Context: an optimization exercise on an open-source flow, tuned for small area. The choices shown serve that exercise and are no tape-out recipe.
In this exercise RTL edits were held to simulation tests only and were not proved equivalent to the original.
The flow treats the clock pin as an ideal source. Dropping or thinning the clock tree relies on that and would not hold on a real chip.

==> run F <==
==> flow/design.v (excerpt) <==
module irenc (
    input  wire        clk,
    input  wire        rst,           
    input  wire        cmd_valid,
    output wire        cmd_ready,
    input  wire        cmd_proto,     
    input  wire        cfg_power,
    input  wire [2:0]  cfg_mode,
    input  wire [1:0]  cfg_fan,
    input  wire [7:0]  cfg_temp,
    input  wire        cfg_swing,
    input  wire        cfg_sleep,
    output wire        out_valid,
    input  wire        out_ready,
    output wire [15:0] out_data,
    output wire        out_last,
    output wire [8:0]  frm_count,
    output wire [7:0]  frm_freq
);
==> module irenc, before the edit <==
module irenc (
    input  wire        clk,
    input  wire        rst,           
    input  wire        cmd_valid,
    output wire        cmd_ready,
    input  wire        cmd_proto,     
    input  wire        cfg_power,
    input  wire [2:0]  cfg_mode,
    input  wire [1:0]  cfg_fan,
    input  wire [7:0]  cfg_temp,
    input  wire        cfg_swing,
    input  wire        cfg_sleep,
    output wire        out_valid,
    input  wire        out_ready,
    output wire [15:0] out_data,
    output wire        out_last,
    output wire [8:0]  frm_count,
    output wire [7:0]  frm_freq
);
    reg  [2:0] phase;
    reg  [7:0] p;         
    reg        pb;        
    reg  [3:0] c;         
    reg       power;
    reg [2:0] mode;
    reg [1:0] fan;
    reg [4:0] temp;
    reg       swing;
    reg       sleep;
    wire idle  = (phase == 3'd0);
    wire pre   = (phase == 3'd1);
    wire tail  = phase[2] & phase[0];
    wire proto = phase[2] & phase[1];
    assign cmd_ready = idle;
    always @(posedge clk) begin
        if (idle) begin
            power <= cfg_power;
            mode  <= cfg_mode;
            fan   <= cfg_fan;
            temp  <= cfg_temp[4:0];
            swing <= cfg_swing;
            sleep <= cfg_sleep;
        end
    end
    reg [2:0] mode_o;
    always @(*) begin
        case (mode)
            3'd0:    mode_o = 3'b001;
            3'd1:    mode_o = 3'b010;
            3'd2:    mode_o = 3'b101;
            3'd3:    mode_o = 3'b100;
            3'd4:    mode_o = 3'b011;
            default: mode_o = 3'b000;
        endcase
    end
    wire [3:0]  temp15 = {temp[3] ^ (temp[2] & temp[1] & temp[0]),
                          temp[2] ^ (temp[1] & temp[0]),
                          temp[1] ^ temp[0],
                          ~temp[0]};
    wire [33:0] code_o = {power, mode_o, fan, 2'b00, swing, 2'b00,
                          temp15, sleep, 16'h0000, 2'b10};
    wire [6:0]  g      = p[7:1];
    wire [15:0] code_m = code_o[32:17];
    wire        ob     = g[6] ? power :
                         g[5] ? 1'b0 :
                         g[4] ? (g[3:0] == 4'd15) : code_m[4'd15 - g[3:0]];
    reg [2:0] mode_g;
    always @(*) begin
        case (mode)
            3'd0:    mode_g = 3'b001;
            3'd1:    mode_g = 3'b100;
            3'd2:    mode_g = 3'b110;
            3'd3:    mode_g = 3'b010;
            default: mode_g = 3'b000;
        endcase
    end
    reg [2:0] fan_g;
    always @(*) begin
        case (fan)
            2'd0:    fan_g = 3'b011;
            2'd1:    fan_g = 3'b010;
            2'd2:    fan_g = 3'b001;
            default: fan_g = 3'b101;
        endcase
    end
    wire       ns   = ~swing;
    wire [7:0] gb1  = {temp[4] ^ ~temp[3], ~temp[3], temp[2:0], ns, ns, ns};
    wire [7:0] gb4  = {fan_g, 5'b00000};
    wire [7:0] gb6  = {mode_g, 2'b00, sleep, 2'b00};
    wire [7:0] gb9  = {2'b00, power, 5'b00000};
    wire [7:0] ga8  = 8'hA8;    
    wire [2:0] gbit = p[3:1];
    wire [3:0] gbyt = p[7:4];
    wire g1 = gb1[gbit];
    wire g4 = gb4[gbit];
    wire g6 = gb6[gbit];
    wire g9 = gb9[gbit];
    wire [2:0] col = {2'b00, ga8[gbit]} + {2'b00, g1} + {2'b00, g4} +
                     {2'b00, g6} + {2'b00, g9} + {1'b0, ~c[1:0]};
    reg bit_g;
    always @(*) begin
        case (gbyt)
            4'd0:    bit_g = 8'hC3 >> gbit;
            4'd1:    bit_g = g1;
            4'd2:    bit_g = 8'hE0 >> gbit;
            4'd4:    bit_g = g4;
            4'd6:    bit_g = g6;
            4'd9:    bit_g = g9;
            4'd11:   bit_g = 8'h05 >> gbit;
            4'd12:   bit_g = col[0];
            default: bit_g = 1'b0;
        endcase
    end
    wire ck_step = (gbyt == 4'd12) & p[0];
    wire sub   = p[0];
    wire hdr   = p[7] & p[6] & p[5];
    wire hdr_m = hdr & ~p[1];
    wire hdr_s = hdr & p[1];
    wire g33   = ~proto & ~p[7] & p[6] & p[1];
    wire merge = hdr_s ? ob : ob ^ pb;         
    wire single = hdr_m | g33 | (proto ? hdr_s : merge);
    wire wrap  = proto ? (p[7] & p[6] & ~p[5] & p[3] & p[2] & p[1] & sub) : g33;
    wire last  = tail;
    wire adv   = sub | single;                 
    assign out_valid = ~idle & ~pre;
    wire consume = ~idle & (pre | out_ready);
    always @(posedge clk) begin
        if (rst) begin
            phase <= 3'd0;
        end else if (idle) begin
            if (cmd_valid) phase <= {cmd_proto, cmd_proto, ~cmd_proto};
        end else if (consume) begin
            if (last)      phase <= 3'd0;
            else if (wrap) phase <= phase + 3'd1;
        end
    end
    always @(posedge clk) begin
        if (idle) begin
            p <= 8'd252;
        end else if (consume) begin
            if (wrap)     p <= 8'd252;
            else if (adv) p <= {g + 7'd1, 1'b0};
            else          p <= {g, 1'b1};
            if (adv) pb <= ob;
        end
    end
    always @(posedge clk) begin
        if (idle)                       c <= 4'd11;
        else if (pre)                   c <= c + 4'd1;
        else if (proto && consume && ck_step) c[1:0] <= ~col[2:1];
    end
    reg [1:0] ou;
    always @(*) begin
        if (tail)       ou = 2'd3;
        else if (hdr_m) ou = 2'd2;
        else if (hdr_s) ou = sub ? 2'd0 : {1'b1, ob};
        else            ou = {1'b0, ~sub & ~g33 & merge};
    end
    reg [15:0] dur;
    always @(*) begin
        if (proto) begin
            if (tail)       dur = 16'd560;
            else if (hdr_m) dur = 16'd9000;
            else if (hdr_s) dur = 16'd4500;
            else            dur = (sub & bit_g) ? 16'd1680 : 16'd560;
        end else begin
            case (ou)
                2'd0:    dur = 16'd992;
                2'd1:    dur = 16'd1984;
                2'd2:    dur = 16'd2976;
                default: dur = 16'd3968;
            endcase
        end
    end
    assign out_data  = dur;
    assign out_last  = last;
    wire [8:0] ocount = 9'd160 + {4'd0, c, 1'b0} + {5'd0, c};    
    assign frm_count = proto ? 9'd211 : ocount;
    assign frm_freq  = proto ? 8'd38 : 8'd33;
endmodule
Settings: LEC_CHECK=0, ABC_AREA=1, CAP_MARGIN=20, CORE_MARGIN=2, CORE_UTILIZATION=40, SLEW_MARGIN=20, SYNTH_MEMORY_MAX_BITS=8192; clock period 15.0 ns.
standard.sh (not shown) runs the stock make flow with config.mk's settings and CLKGATE_MAP_FILE= SYNTH_SCRIPT=/design/flow/synth_recipe.tcl, a recipe that flattens the netlist after the stock synthesis.
==> flow/flow/run.sh <==
#!/bin/bash
# The standard layout with these changes:
#  - synthesis maps the logic with an area-only ABC script (flow/abc_area.script:
#    no gate upsizing or buffering, which a 15 ns clock does not need) and leaves
#    the adders to ABC instead of extracting half/full adder cells first;
#    registers, their names and cell types are those of the standard synthesis;
#  - the port buffers are sky130_fd_sc_hd__buf_1 cells;
#  - instead of a clock tree, one clock buffer drives all the registers;
#  - constant nets keep the single tie cell per value that synthesis makes.
set -euo pipefail
cd "$(dirname "$0")/.."
W=$PWD

# synthesis scripts: ORFS's, with the synthesis changes above
rm -rf "$W/own_scripts"
cp -r "$FLOW_HOME/scripts" "$W/own_scripts"
cp "$W/flow/abc_area.script" "$W/own_scripts/abc_area.script"
python3 - "$W/own_scripts/synth.tcl" <<'PY'
import sys
f = sys.argv[1]
s = open(f).read()
old = "if {\n  [env_var_exists_and_non_empty ADDER_MAP_FILE] &&"
assert s.count(old) == 1
s = s.replace(old, "if {\n  0 &&\n  [env_var_exists_and_non_empty ADDER_MAP_FILE] &&")
open(f, "w").write(s)
PY

SCRIPTS_DIR="$W/own_scripts" bash standard.sh synth > "$W/synth.log" 2>&1

# clock: one clock buffer drives every register (the design has 32); the
# clock port drives that buffer alone
python3 - "$W/own_scripts/cts.tcl" "$W/flow/cts_one_buffer.tcl" <<'PY'
import sys
f = sys.argv[1]
s = open(f).read()
old = "log_cmd clock_tree_synthesis {*}$cts_args"
assert s.count(old) == 1
s = s.replace(old, "source {%s}" % sys.argv[2])
open(f, "w").write(s)
PY

export BUFFER_PORTS_ARGS="-buffer_cell sky130_fd_sc_hd__buf_1"
export SKIP_REPAIR_TIE_FANOUT=1
bash standard.sh place > "$W/place.log" 2>&1
SCRIPTS_DIR="$W/own_scripts" bash standard.sh cts > "$W/cts.log" 2>&1
bash standard.sh > "$W/layout.log" 2>&1
Other scripts of this flow, unchanged in this note and not shown: flow/flow/abc_area.script, flow/flow/cts_one_buffer.tcl
==> run E: changes against run F <==
--- a/flow/design.v
+++ b/flow/design.v
@@ -21,4 +21,6 @@
     reg  [7:0] p;         
-    reg        pb;        
+    reg  [1:0] k;         
+    reg        cur;       
     reg  [3:0] c;         
+    reg       proto;
     reg       power;
@@ -29,6 +31,5 @@
     reg       sleep;
-    wire idle  = (phase == 3'd0);
-    wire pre   = (phase == 3'd1);
-    wire tail  = phase[2] & phase[0];
-    wire proto = phase[2] & phase[1];
+    wire idle = ~phase[2] & ~phase[1];
+    wire pre  = ~phase[2] & phase[1];
+    wire tail = (phase == 3'd7);
     assign cmd_ready = idle;
@@ -36,2 +37,3 @@
         if (idle) begin
+            proto <= cmd_proto;
             power <= cfg_power;
@@ -61,7 +63,5 @@
                           temp15, sleep, 16'h0000, 2'b10};
-    wire [6:0]  g      = p[7:1];
-    wire [15:0] code_m = code_o[32:17];
-    wire        ob     = g[6] ? power :
-                         g[5] ? 1'b0 :
-                         g[4] ? (g[3:0] == 4'd15) : code_m[4'd15 - g[3:0]];
+    wire [5:0]  oi     = p[6:1];
+    wire [15:0] code_h = code_o[33:18];
+    wire        bit_o  = oi[5] ? ~oi[0] : ~oi[4] & code_h[4'd15 - oi[3:0]];
     reg [2:0] mode_g;
@@ -98,3 +98,3 @@
     wire [2:0] col = {2'b00, ga8[gbit]} + {2'b00, g1} + {2'b00, g4} +
-                     {2'b00, g6} + {2'b00, g9} + {1'b0, ~c[1:0]};
+                     {2'b00, g6} + {2'b00, g9} + {1'b0, c[1:0]};
     reg bit_g;
@@ -114,14 +114,20 @@
     wire ck_step = (gbyt == 4'd12) & p[0];
-    wire sub   = p[0];
-    wire hdr   = p[7] & p[6] & p[5];
-    wire hdr_m = hdr & ~p[1];
-    wire hdr_s = hdr & p[1];
-    wire g33   = ~proto & ~p[7] & p[6] & p[1];
-    wire merge = hdr_s ? ob : ob ^ pb;         
-    wire single = hdr_m | g33 | (proto ? hdr_s : merge);
-    wire wrap  = proto ? (p[7] & p[6] & ~p[5] & p[3] & p[2] & p[1] & sub) : g33;
-    wire last  = tail;
-    wire adv   = sub | single;                 
-    assign out_valid = ~idle & ~pre;
-    wire consume = ~idle & (pre | out_ready);
+    wire hdr  = p[7] & p[6] & p[5];
+    wire lvl  = p[0] ^ (~proto & ~hdr & bit_o);
+    wire diff = lvl ^ cur;
+    wire wrap = p[6] & p[1] & p[0] &
+                (proto ? (p[7] & ~p[5] & p[3] & p[2]) : ~p[7]);
+    wire last = tail & p[0];
+    reg [1:0] kn;
+    always @(*) begin
+        if (hdr) begin
+            if (p[0])      kn = proto ? 2'd3 : 2'd2;
+            else if (tail) kn = proto ? 2'd0 : 2'd3;
+            else           kn = 2'd2;
+        end else begin
+            kn = {1'b0, proto & p[0] & bit_g};
+        end
+    end
+    assign out_valid = ~idle & ~pre & diff;
+    wire consume = ~idle & (~diff | pre | out_ready);
     always @(posedge clk) begin
@@ -130,3 +136,3 @@
         end else if (idle) begin
-            if (cmd_valid) phase <= {cmd_proto, cmd_proto, ~cmd_proto};
+            if (cmd_valid) phase <= {cmd_proto, 1'b1, ~cmd_proto};
         end else if (consume) begin
@@ -137,9 +143,10 @@
     always @(posedge clk) begin
-        if (idle) begin
-            p <= 8'd252;
+        if (idle || (consume && pre && wrap)) begin
+            p   <= 8'd254;
+            k   <= 2'd1;
+            cur <= 1'b0;
         end else if (consume) begin
-            if (wrap)     p <= 8'd252;
-            else if (adv) p <= {g + 7'd1, 1'b0};
-            else          p <= {g, 1'b1};
-            if (adv) pb <= ob;
+            p   <= wrap ? 8'd254 : p + 8'd1;
+            k   <= diff ? kn : k + 2'd1;
+            cur <= lvl;
         end
@@ -147,12 +154,5 @@
     always @(posedge clk) begin
-        if (idle)                       c <= 4'd11;
-        else if (pre)                   c <= c + 4'd1;
-        else if (proto && consume && ck_step) c[1:0] <= ~col[2:1];
-    end
-    reg [1:0] ou;
-    always @(*) begin
-        if (tail)       ou = 2'd3;
-        else if (hdr_m) ou = 2'd2;
-        else if (hdr_s) ou = sub ? 2'd0 : {1'b1, ob};
-        else            ou = {1'b0, ~sub & ~g33 & merge};
+        if (idle)                       c <= 4'd12;
+        else if (pre && diff)           c <= c + 4'd1;
+        else if (proto && consume && ck_step) c[1:0] <= col[2:1];
     end
@@ -160,15 +160,12 @@
     always @(*) begin
-        if (proto) begin
-            if (tail)       dur = 16'd560;
-            else if (hdr_m) dur = 16'd9000;
-            else if (hdr_s) dur = 16'd4500;
-            else            dur = (sub & bit_g) ? 16'd1680 : 16'd560;
-        end else begin
-            case (ou)
-                2'd0:    dur = 16'd992;
-                2'd1:    dur = 16'd1984;
-                2'd2:    dur = 16'd2976;
-                default: dur = 16'd3968;
-            endcase
-        end
+        case ({proto, k})
+            3'd0:    dur = 16'd992;
+            3'd1:    dur = 16'd1984;
+            3'd2:    dur = 16'd2976;
+            3'd3:    dur = 16'd3968;
+            3'd4:    dur = 16'd560;
+            3'd5:    dur = 16'd1680;
+            3'd6:    dur = 16'd9000;
+            default: dur = 16'd4500;
+        endcase
     end
==> run Z: changes against run F <==
--- a/flow/design.v
+++ b/flow/design.v
@@ -21,4 +21,6 @@
     reg  [7:0] p;         
-    reg        pb;        
+    reg  [1:0] k;         
+    reg        cur;       
     reg  [3:0] c;         
+    reg       proto;
     reg       power;
@@ -29,6 +31,5 @@
     reg       sleep;
-    wire idle  = (phase == 3'd0);
-    wire pre   = (phase == 3'd1);
-    wire tail  = phase[2] & phase[0];
-    wire proto = phase[2] & phase[1];
+    wire idle = ~phase[2] & ~phase[1];
+    wire pre  = ~phase[2] & phase[1];
+    wire tail = (phase == 3'd7);
     assign cmd_ready = idle;
@@ -36,2 +37,3 @@
         if (idle) begin
+            proto <= cmd_proto;
             power <= cfg_power;
@@ -61,7 +63,5 @@
                           temp15, sleep, 16'h0000, 2'b10};
-    wire [6:0]  g      = p[7:1];
-    wire [15:0] code_m = code_o[32:17];
-    wire        ob     = g[6] ? power :
-                         g[5] ? 1'b0 :
-                         g[4] ? (g[3:0] == 4'd15) : code_m[4'd15 - g[3:0]];
+    wire [5:0]  oi     = p[6:1];
+    wire [15:0] code_h = code_o[33:18];
+    wire        bit_o  = oi[5] ? ~oi[0] : ~oi[4] & code_h[4'd15 - oi[3:0]];
     reg [2:0] mode_g;
@@ -98,3 +98,3 @@
     wire [2:0] col = {2'b00, ga8[gbit]} + {2'b00, g1} + {2'b00, g4} +
-                     {2'b00, g6} + {2'b00, g9} + {1'b0, ~c[1:0]};
+                     {2'b00, g6} + {2'b00, g9} + {1'b0, c[1:0]};
     reg bit_g;
@@ -114,14 +114,20 @@
     wire ck_step = (gbyt == 4'd12) & p[0];
-    wire sub   = p[0];
-    wire hdr   = p[7] & p[6] & p[5];
-    wire hdr_m = hdr & ~p[1];
-    wire hdr_s = hdr & p[1];
-    wire g33   = ~proto & ~p[7] & p[6] & p[1];
-    wire merge = hdr_s ? ob : ob ^ pb;         
-    wire single = hdr_m | g33 | (proto ? hdr_s : merge);
-    wire wrap  = proto ? (p[7] & p[6] & ~p[5] & p[3] & p[2] & p[1] & sub) : g33;
-    wire last  = tail;
-    wire adv   = sub | single;                 
-    assign out_valid = ~idle & ~pre;
-    wire consume = ~idle & (pre | out_ready);
+    wire hdr  = p[7] & p[6] & p[5];
+    wire lvl  = p[0] ^ (~proto & ~hdr & bit_o);
+    wire diff = lvl ^ cur;
+    wire wrap = p[6] & p[1] & p[0] &
+                (proto ? (p[7] & ~p[5] & p[3] & p[2]) : ~p[7]);
+    wire last = tail & p[0];
+    reg [1:0] kn;
+    always @(*) begin
+        if (hdr) begin
+            if (p[0])      kn = proto ? 2'd3 : 2'd2;
+            else if (tail) kn = proto ? 2'd0 : 2'd3;
+            else           kn = 2'd2;
+        end else begin
+            kn = {1'b0, proto & p[0] & bit_g};
+        end
+    end
+    assign out_valid = ~idle & ~pre & diff;
+    wire consume = ~idle & (~diff | pre | out_ready);
     always @(posedge clk) begin
@@ -130,3 +136,3 @@
         end else if (idle) begin
-            if (cmd_valid) phase <= {cmd_proto, cmd_proto, ~cmd_proto};
+            if (cmd_valid) phase <= {cmd_proto, 1'b1, ~cmd_proto};
         end else if (consume) begin
@@ -137,9 +143,10 @@
     always @(posedge clk) begin
-        if (idle) begin
-            p <= 8'd252;
+        if (idle || (consume && pre && wrap)) begin
+            p   <= 8'd254;
+            k   <= 2'd1;
+            cur <= 1'b0;
         end else if (consume) begin
-            if (wrap)     p <= 8'd252;
-            else if (adv) p <= {g + 7'd1, 1'b0};
-            else          p <= {g, 1'b1};
-            if (adv) pb <= ob;
+            p   <= wrap ? 8'd254 : p + 8'd1;
+            k   <= diff ? kn : k + 2'd1;
+            cur <= lvl;
         end
@@ -147,12 +154,5 @@
     always @(posedge clk) begin
-        if (idle)                       c <= 4'd11;
-        else if (pre)                   c <= c + 4'd1;
-        else if (proto && consume && ck_step) c[1:0] <= ~col[2:1];
-    end
-    reg [1:0] ou;
-    always @(*) begin
-        if (tail)       ou = 2'd3;
-        else if (hdr_m) ou = 2'd2;
-        else if (hdr_s) ou = sub ? 2'd0 : {1'b1, ob};
-        else            ou = {1'b0, ~sub & ~g33 & merge};
+        if (idle)                       c <= 4'd12;
+        else if (pre && diff)           c <= c + 4'd1;
+        else if (proto && consume && ck_step) c[1:0] <= col[2:1];
     end
@@ -160,15 +160,12 @@
     always @(*) begin
-        if (proto) begin
-            if (tail)       dur = 16'd560;
-            else if (hdr_m) dur = 16'd9000;
-            else if (hdr_s) dur = 16'd4500;
-            else            dur = (sub & bit_g) ? 16'd1680 : 16'd560;
-        end else begin
-            case (ou)
-                2'd0:    dur = 16'd992;
-                2'd1:    dur = 16'd1984;
-                2'd2:    dur = 16'd2976;
-                default: dur = 16'd3968;
-            endcase
-        end
+        case ({proto, k})
+            3'd0:    dur = 16'd992;
+            3'd1:    dur = 16'd1984;
+            3'd2:    dur = 16'd2976;
+            3'd3:    dur = 16'd3968;
+            3'd4:    dur = 16'd560;
+            3'd5:    dur = 16'd1680;
+            3'd6:    dur = 16'd9000;
+            default: dur = 16'd4500;
+        endcase
     end
--- a/flow/flow/run.sh
+++ b/flow/flow/run.sh
@@ -8,3 +8,5 @@
 #  - instead of a clock tree, one clock buffer drives all the registers;
-#  - constant nets keep the single tie cell per value that synthesis makes.
+#  - constant nets keep the single tie cell per value that synthesis makes;
+#  - the buffers synthesis puts on output nets are removed at floorplan, and
+#    placement is not timing driven (GPL_TIMING_DRIVEN 0, in config.mk).
 set -euo pipefail
@@ -43,2 +45,3 @@
 export SKIP_REPAIR_TIE_FANOUT=1
+export REMOVE_ABC_BUFFERS=1
 bash standard.sh place > "$W/place.log" 2>&1
Settings changed: GPL_TIMING_DRIVEN from default to 0.
==> results.txt <==
Critical path depth, highest first: run F, run Z, run E. Wire length, lowest first: run F, run E, run Z. Between run Z and run F, the lower die area is in run F (gap about 4%, measured against run F). Between run Z and run E, the lower hold slack is in run E (gap 12 ps). The lowest worst setup slack belongs to run F, the highest to run E.
No run of this note takes its clock network from TritonCTS; it comes from the design's own scripts or RTL.

## afterwards: timing with drivers on the ports
How much do the figures lean on ideal ports? The routed layouts below were timed once more, with nothing changed but the port constraints. Step 1 sets driving cells, clkbuf_16 on the clock port and buf_2 on the other inputs (assumed; they add their load-dependent delay and slew). Step 2 times the ports against the registers' clock, not the clock port: input delays grow and output delays shrink by t, the midpoint of the rising clock arrivals with the driver on. Three values: ideal, step 1, step 2; two values: the first two.
run | t, ns | slack for setup (ns) | worst setup path after step 2 | worst data-port slew with drivers (ns)
run F | 0.204 | 7.843 / 7.811 / 8.015 | register to output | 0.03
run E | 0.209 | 8.679 / 8.647 / 8.857 | register to output | 0.03
run Z | 0.208 | 8.660 / 8.629 / 8.836 | register to output | 0.03
After both steps setup and hold are still met in every run listed.
